This is an optimization exercise on Yosys and OpenROAD, whose aim is small area, not a production implementation. The RTL was checked by simulation tests, not by an equivalence proof against the original design. No activity file was given, so power comes from the tool's default toggle rates. No driver is modelled on the clock port, so clocking that relies on it looks cheaper here than on a real chip.

==> yarrow <==
// hmv3_engine
module hmv3_engine (
    input  wire        clk,
    input  wire        rst,
    input  wire        in_valid,
    output wire        in_ready,
    input  wire [7:0]  in_op,
    input  wire [7:0]  in_a,
    input  wire [15:0] in_b,
    input  wire [15:0] in_c,
    input  wire        in_model,
    output wire        out_valid,
    input  wire        out_ready,
    output wire        out_last,
    output wire [3:0]  out_code,
    output wire [15:0] out_data
);
    localparam [3:0] R_OK       = 4'd0;
    localparam [3:0] R_INVRANGE = 4'd2;
    localparam [3:0] R_UNKNOWN  = 4'd3;
    localparam [3:0] R_TRUNC    = 4'd4;
    localparam [3:0] R_TOOLONG  = 4'd5;
    localparam [3:0] R_DCBSHORT = 4'd6;
    localparam [3:0] R_ILLEGAL  = 4'd7;
    localparam [3:0] R_MORE     = 4'd8;
    localparam [3:0] S_IDLE = 4'd0;
    localparam [3:0] S_BITW = 4'd1;    
    localparam [3:0] S_BIT  = 4'd2;    
    localparam [3:0] S_DW   = 4'd3;    
    localparam [3:0] S_FO   = 4'd4;    
    localparam [3:0] S_ZERO = 4'd5;    
    localparam [3:0] S_GW   = 4'd6;    
    localparam [3:0] S_GO   = 4'd7;    
    localparam [3:0] S_SLOT = 4'd8;    
    localparam [3:0] S_FIN  = 4'd9;    
    localparam [3:0] S_RDW  = 4'd10;   
    localparam [3:0] S_RDO  = 4'd11;   
    localparam [3:0] S_RES  = 4'd12;   
    localparam [3:0] S_SKIP = 4'd13;   
    localparam [3:0] S_TAKE = 4'd14;   
    localparam [3:0] S_LDN  = 4'd15;   
    localparam [2:0] OC_CRC  = 3'd0;   
    localparam [2:0] OC_SUM  = 3'd1;
    localparam [2:0] OC_CHK  = 3'd2;   
    localparam [2:0] OC_DRD  = 3'd3;   
    localparam [2:0] OC_FRM  = 3'd4;   
    localparam [2:0] OC_RX   = 3'd5;   
    localparam [2:0] OC_GET  = 3'd6;   
    localparam [1:0] D_ZERO = 2'd0;
    localparam [1:0] D_CRC  = 2'd1;
    localparam [1:0] D_MAP  = 2'd2;
    localparam [1:0] D_GET  = 2'd3;
    reg [3:0]  st;
    reg [2:0]  oc;
    reg        nib;
    reg        datap;      
    reg [3:0]  rc;         
    reg [1:0]  dsel;
    reg        bad;
    reg [15:0] rem;        
    reg [6:0]  pos;
    reg [7:0]  hold;
    reg [3:0]  gwc;        
    reg        gsq;        
    reg [15:0] crc;        
    reg [7:0]  q;          
    reg        kind;
    reg        hdr;        
    reg [8:0]  rl;         
    reg [15:0] xc;         
    reg        xbad;
    localparam NR = 256;   
    reg [8*NR-1:0] ring;   
    wire [3:0] cid     = in_op[3:0];
  ...
==> flow/config.mk <==
export PLATFORM = sky130hd
export DESIGN_NAME = hmv3_engine
export DESIGN_NICKNAME = hmv3_engine
export VERILOG_FILES = /design/flow/design.v
export SDC_FILE = /design/flow/constraint.sdc
export NUM_CORES = 4
export LEC_CHECK = 0
export CAP_MARGIN = 20
export CORE_MARGIN = 2
export CORE_UTILIZATION = 60
export GPL_TIMING_DRIVEN = 0
export PLACE_DENSITY = 0.7
export SLEW_MARGIN = 20
==> flow/constraint.sdc <==
create_clock -name core_clock -period 8.0 [get_ports {clk}]
set_input_delay 1.6000 -clock core_clock [delete_from_list [all_inputs] [get_ports {clk}]]
set_output_delay 1.6000 -clock core_clock [all_outputs]
set_load 0.01 [all_outputs]
standard.sh (not shown) runs the stock make flow with config.mk's settings and CLKGATE_MAP_FILE= SYNTH_SCRIPT=/design/flow/synth_recipe.tcl, a recipe that flattens the netlist after the stock synthesis.
==> flow/flow/run.sh <==
#!/bin/bash
# Standard synthesis, then an area re-mapping of its combinational logic
# (registers untouched), then the standard layout from that netlist, with
# the smallest buffer on each port and no dummy clock loads.
set -euo pipefail
HERE=$(pwd)
R=$HERE/orfs/results/$FLOW_PLATFORM/hmv3_engine/base
export BUFFER_PORTS_ARGS="-buffer_cell sky130_fd_sc_hd__buf_1"
export CTS_ARGS="-sink_clustering_enable -repair_clock_nets -sink_clustering_size 32 -sink_clustering_max_diameter 60 -buf_list sky130_fd_sc_hd__clkbuf_16 -dont_use_dummy_load"
bash standard.sh synth > std_synth.log 2>&1
cp $R/1_2_yosys.v $HERE/std_synth_netlist.v
IN=$HERE/std_synth_netlist.v OUT=$R/1_2_yosys.v TOP=$FLOW_TOP \
LIB=$FLOW_HOME/platforms/sky130hd/lib/sky130_fd_sc_hd__tt_025C_1v80.lib \
SCRIPT=$HERE/flow/area.abc yosys -c $HERE/flow/reopt.tcl > reopt.log 2>&1
rm -f $R/1_synth.odb $R/1_synth.sdc
bash standard.sh > std_layout.log 2>&1
==> flow/flow/area.abc <==
strash
balance -l; resub -K 6 -l; rewrite -l; resub -K 6 -N 2 -l; refactor -l; resub -K 8 -l; balance -l; resub -K 8 -N 2 -l; rewrite -l; resub -K 10 -l; rewrite -z -l; resub -K 10 -N 2 -l; balance -l; resub -K 12 -l; refactor -z -l; resub -K 12 -N 2 -l; rewrite -z -l; balance -l
dch -f
map -a
strash
balance -l; resub -K 6 -l; rewrite -l; resub -K 6 -N 2 -l; refactor -l; resub -K 8 -l; balance -l; resub -K 8 -N 2 -l; rewrite -l; resub -K 10 -l; rewrite -z -l; resub -K 10 -N 2 -l; balance -l; resub -K 12 -l; refactor -z -l; resub -K 12 -N 2 -l; rewrite -z -l; balance -l
dch -f
map -a
Other scripts of this flow, unchanged in this note and not shown: flow/flow/reopt.tcl
==> xenon: changes against yarrow <==
--- a/flow/design.v
+++ b/flow/design.v
@@ -54,16 +54,17 @@
     reg        nib;
     reg        datap;      
     reg [3:0]  rc;         
     reg [1:0]  dsel;
     reg        bad;
     reg [15:0] rem;        
-    reg [6:0]  pos;
-    reg [7:0]  hold;
+    reg [3:0]  pos;        
+    reg [7:0]  hold;       
     reg [3:0]  gwc;        
     reg        gsq;        
+    reg        gin;        
     reg [15:0] crc;        
     reg [7:0]  q;          
     reg        kind;
     reg        hdr;        
     reg [8:0]  rl;         
     reg [15:0] xc;         
@@ -106,18 +107,18 @@
     wire       t_fin  = (tid == 4'd7) || (tid >= 4'd10);
     wire [4:0] t_plen = (tid == 4'd7) ? 5'd4 : (tid == 4'd9) ? 5'd2 :
                         (tid == 4'd10 || tid == 4'd11) ? 5'd12 :
                         (tid == 4'd12 || tid == 4'd13) ? 5'd16 : 5'd1;
     wire       t_ok   = (tid == 4'd1) || (tid == 4'd2) || (tid == 4'd3) || (tid == 4'd6) ||
                         (tid == 4'd7) || (tid == 4'd9) || ((tid >= 4'd10) && (tid <= 4'd13));
-    wire       g_inw  = (pos == 7'd0);
+    wire       g_inw  = (hold == 8'd0) || gin;
     wire       g_end  = (gwc == 4'd0);
     wire [7:0] plen_c  = is_encwr ? in_c[7:0] : c_put ? {3'd0, t_plen} : 8'd0;
     reg [7:0] fb;
     always @(*) begin
-        case (pos[3:0])
+        case (pos)
             4'd0:  fb = in_a;
             4'd1:  fb = plen_c + 8'd10;
             4'd2:  fb = 8'h81;
             4'd3:  fb = {7'd0, !is_encrd};
             4'd4:  fb = c_put ? t_wad : in_b[7:0];
             4'd5:  fb = c_put ? 8'd0 : in_b[15:8];
@@ -150,13 +151,13 @@
     reg        rdy;
     always @(*) begin
         rdy = 1'b0;
         case (st)
             S_TAKE: rdy = 1'b1;
             S_BIT:  rdy = q7 && (oc == OC_SUM || oc == OC_CHK || oc == OC_DRD) && !rem_z;
-            S_FO:   rdy = out_ready && datap && !rem_z && (pos[3:0] == 4'd7 || pos[3:0] == 4'd8);
+            S_FO:   rdy = out_ready && datap && !rem_z && (pos == 4'd7 || pos == 4'd8);
             S_GW:   rdy = !g_inw || (!gsq && !g_end);
             S_GO:   rdy = out_ready && !g_end;
             S_SKIP: rdy = 1'b1;
             S_RES:  rdy = out_ready;
             default: rdy = 1'b0;
         endcase
@@ -171,13 +172,13 @@
         case (st)
             S_FO:  od = {8'd0, fb};
             S_GO:  od = {8'd0, in_a};
             S_RDO: od = {8'd0, hold};
             S_RES: case (dsel)
                        D_CRC: od = crc;
-                       D_MAP: od = {8'd0, cid[0] ? t_wad : {1'b0, t_off}};
+                       D_MAP: od = {8'd0, hold};
                        D_GET: od = {hold, in_a};
                        default: od = 16'd0;
                    endcase
             default: od = 16'd0;
         endcase
     end
@@ -207,13 +208,13 @@
             S_IDLE: if (in_valid) begin
                 rc    <= R_OK;
                 dsel  <= D_ZERO;
                 bad   <= 1'b0;
                 nib   <= 1'b0;
                 datap <= 1'b0;
-                pos   <= 7'd0;
+                pos   <= 4'd0;
                 rem   <= 16'd0;
                 st    <= S_RES;
                 if (c_crc) begin
                     case (cid)
                     4'h0: crc <= 16'hFFFF;
                     4'h1: begin oc <= OC_CRC; nib <= 1'b1; st <= S_BITW; end
@@ -264,18 +265,21 @@
                     if (in_a[3:0] > 4'd13)
                         rc <= R_ILLEGAL;
                     else if ((t_hw && !in_model) ||
                              (cid[0] && (in_a[3:0] == 4'd0 || in_a[3:0] == 4'd4 || in_a[3:0] == 4'd5)))
                         rc <= R_UNKNOWN;
                     else
+                    begin
                         dsel <= D_MAP;
+                        hold <= cid[0] ? t_wad : {1'b0, t_off};
+                    end
                 end else if (c_get && cid <= 4'd13) begin
-                    pos  <= t_off;
+                    hold <= {1'b0, t_off};
+                    gin  <= 1'b0;
                     gwc  <= t_wm1[3:0];
                     gsq  <= t_seq;
-                    hold <= 8'd0;
                     rem <= in_b[0] ? 16'd0 : in_c;
                     if (in_b[0] || (t_hw && !in_model)) begin
                         rc <= R_UNKNOWN;
                         if (t_seq) st <= S_ZERO;
                     end else if ({9'd0, t_last} >= in_c) begin
                         rc <= R_DCBSHORT;
@@ -337,58 +341,59 @@
                     end
                     default: st <= rem_z ? S_RES : S_DW;    
                     endcase
                 end
             end
             S_FO: if (out_fire) begin
-                case (pos[3:0])
+                case (pos)
                 4'd7: begin
                     if (datap) begin
-                        if (rem_z) begin pos <= 7'd10; st <= S_FO; end
-                        else       begin pos <= 7'd8;  st <= S_DW; end
+                        if (rem_z) begin pos <= 4'd10; st <= S_FO; end
+                        else       begin pos <= 4'd8;  st <= S_DW; end
                     end else if (is_encrd) begin
-                        pos <= 7'd10;
+                        pos <= 4'd10;
                     end else begin
-                        pos <= 7'd8;
+                        pos <= 4'd8;
                         st  <= S_BITW;
                     end
                 end
                 4'd8: begin
                     if (datap) begin
-                        if (rem_z) pos <= 7'd10;
+                        if (rem_z) pos <= 4'd10;
                         else       st  <= S_DW;
                     end else if (cid == 4'd9) begin
-                        pos <= 7'd9;
+                        pos <= 4'd9;
                         st  <= S_BITW;
                     end else
-                        pos <= 7'd10;
+                        pos <= 4'd10;
                 end
-                4'd9:  pos <= 7'd10;
-                4'd10: pos <= 7'd11;
+                4'd9:  pos <= 4'd10;
+                4'd10: pos <= 4'd11;
                 4'd11: st  <= S_RES;
                 default: begin
-                    pos <= pos + 7'd1;
+                    pos <= pos + 4'd1;
                     st  <= S_BITW;
                 end
                 endcase
             end
             S_ZERO: if (out_fire) begin
                 gwc <= gwc - 4'd1;
                 if (g_end) st <= S_RES;
             end
             S_GW: if (in_valid) begin
                 rem <= rem - 16'd1;
                 if (!g_inw)
-                    pos <= pos - 7'd1;
+                    hold <= hold - 8'd1;
                 else if (gsq)
                     st <= S_GO;
                 else if (g_end)
                     st <= S_RES;
                 else begin
                     gwc  <= gwc - 4'd1;
                     hold <= in_a;
+                    gin  <= 1'b1;
                 end
             end
             S_GO: if (out_fire) begin
                 if (g_end) st <= S_RES;
                 else begin
                     gwc <= gwc - 4'd1;
==> flow/flow/run.sh (replaced) <==
#!/bin/bash
# Standard synthesis, then an area re-mapping of its combinational logic
# (registers untouched), then the standard layout from that netlist, with
# the smallest buffer on each port and no dummy clock loads.
set -euo pipefail
HERE=$(pwd)
R=$HERE/orfs/results/$FLOW_PLATFORM/hmv3_engine/base
export BUFFER_PORTS_ARGS="-buffer_cell sky130_fd_sc_hd__buf_1"
export CTS_ARGS="-sink_clustering_enable -repair_clock_nets -sink_clustering_size 28 -sink_clustering_max_diameter 56 -buf_list sky130_fd_sc_hd__clkbuf_16 -dont_use_dummy_load"
bash standard.sh synth > std_synth.log 2>&1
cp $R/1_2_yosys.v $HERE/std_synth_netlist.v
IN=$HERE/std_synth_netlist.v OUT=$R/1_2_yosys.v TOP=$FLOW_TOP \
LIB=$FLOW_HOME/platforms/sky130hd/lib/sky130_fd_sc_hd__tt_025C_1v80.lib \
SCRIPT=$HERE/flow/area.abc yosys -c $HERE/flow/reopt.tcl > reopt.log 2>&1
rm -f $R/1_synth.odb $R/1_synth.sdc
bash standard.sh > std_layout.log 2>&1
==> flow/flow/area.abc (replaced) <==
strash
&get -n
&deepsyn -T 120
&put
balance -l; resub -K 6 -l; rewrite -l; resub -K 6 -N 2 -l; refactor -l; resub -K 8 -l; balance -l; resub -K 8 -N 2 -l; rewrite -l; resub -K 10 -l; rewrite -z -l; resub -K 10 -N 2 -l; balance -l; resub -K 12 -l; refactor -z -l; resub -K 12 -N 2 -l; rewrite -z -l; balance -l
dch -f
amap -F 20 -A 40
--- a/flow/config.mk
+++ b/flow/config.mk
@@ -7,7 +7,8 @@
 export LEC_CHECK = 0
 export CAP_MARGIN = 20
 export CORE_MARGIN = 2
 export CORE_UTILIZATION = 60
 export GPL_TIMING_DRIVEN = 0
 export PLACE_DENSITY = 0.7
+export SETUP_SLACK_MARGIN = 0.3
 export SLEW_MARGIN = 20
==> raven: changes against yarrow <==
==> flow/flow/run.sh (replaced) <==
#!/bin/bash
# Standard synthesis, then an area re-mapping of its combinational logic
# (registers untouched), then the standard layout from that netlist, with
# the smallest buffer on each port and no dummy clock loads.
set -euo pipefail
HERE=$(pwd)
R=$HERE/orfs/results/$FLOW_PLATFORM/hmv3_engine/base
export BUFFER_PORTS_ARGS="-buffer_cell sky130_fd_sc_hd__buf_1"
export CTS_ARGS="-sink_clustering_enable -repair_clock_nets -sink_clustering_size 36 -sink_clustering_max_diameter 70 -buf_list sky130_fd_sc_hd__clkbuf_16 -dont_use_dummy_load"
bash standard.sh synth > std_synth.log 2>&1
cp $R/1_2_yosys.v $HERE/std_synth_netlist.v
IN=$HERE/std_synth_netlist.v OUT=$R/1_2_yosys.v TOP=$FLOW_TOP \
LIB=$FLOW_HOME/platforms/sky130hd/lib/sky130_fd_sc_hd__tt_025C_1v80.lib \
SCRIPT=$HERE/flow/area.abc yosys -c $HERE/flow/reopt.tcl > reopt.log 2>&1
rm -f $R/1_synth.odb $R/1_synth.sdc
bash standard.sh > std_layout.log 2>&1
==> qor summary <==
Overall die height: raven 290 µm; yarrow 290 µm; xenon 288 µm
Global-route met2 utilization: raven 25.2%; yarrow 26.0%; xenon 44.7%
Number of non-clock buffers: raven 83; yarrow 83; xenon 79
Number of cells in the finished layout apart from fillers: raven 4557; yarrow 4573; xenon 4339
Layout-stage area growth over the synthesis result: raven 7.62%; yarrow 8.48%; xenon 8.99%
Metal-1 WL: raven 39900 µm; yarrow 39800 µm; xenon 45000 µm
Post-Route Utilization: raven 64.9%; yarrow 65.4%; xenon 65.7%
Cell area power density: raven 324 nW/µm²; yarrow 329 nW/µm²; xenon 331 nW/µm²
Number of gates given a new drive strength after cts: raven 17; yarrow 17; xenon 10
Syn Nets: raven 3380; yarrow 3380; xenon 3148
Run status: raven timing/DRC/antenna clean; yarrow timing/DRC/antenna clean; xenon timing/DRC/antenna clean
Ratio of final minimum period to clock period: raven 94.7%; yarrow 94.5%; xenon 94.3%
Logic power comb: raven 1.38 mW; yarrow 1.38 mW; xenon 1.00 mW
Sequential group power: raven 11.2 mW; yarrow 11.2 mW; xenon 11.0 mW
Sequential share of cell area: raven 82.3%; yarrow 81.6%; xenon 82.5%
Skew final: raven 119 ps; yarrow 80.7 ps; xenon 114 ps
Proportion of cell area occupied by multi-input gates: raven 9.38%; yarrow 9.31%; xenon 8.11%
Crit path capture: raven out_data[7]; yarrow out_data[6]; xenon out_data[0]
Global routing usage on met1: raven 29.0%; yarrow 29.1%; xenon 34.8%
Worst Slack Setup Final: raven 425 ps; yarrow 441 ps; xenon 455 ps

[afterwards: timing with drivers on the ports]
The results above use ideal ports. As a check the final layouts listed here were re-extracted and re-timed, cells and wires unchanged. Step 1 assumes that a clkbuf_16 drives the clock port and a buf_2 every other input. Step 2 adds t to the input delays and takes it off the output delays; t is the mean of the earliest and latest rising clock arrival at the registers after step 1. Input paths then give back, and output paths get back, about the clock's delay inside the block. Three values: no drivers, after step 1, after step 2; two values: the first two.
run | t, ns | setup slack, ns | worst setup path after step 2 | worst register clock-pin slew, ns | cell pins on the clock port's net
yarrow | 0.700 | 0.441 / 0.411 / 0.411 | input to output | 0.11 / 0.11 | 1
xenon | 0.717 | 0.455 / 0.424 / 0.424 | input to output | 0.12 / 0.12 | 1
raven | 0.664 | 0.425 / 0.395 / 0.395 | input to output | 0.12 / 0.12 | 1
After both steps setup and hold are still met in every run listed. For xenon, which loses most, drivers alone change the setup slack by -0.031 ns; drivers and shift together by -0.031 ns.
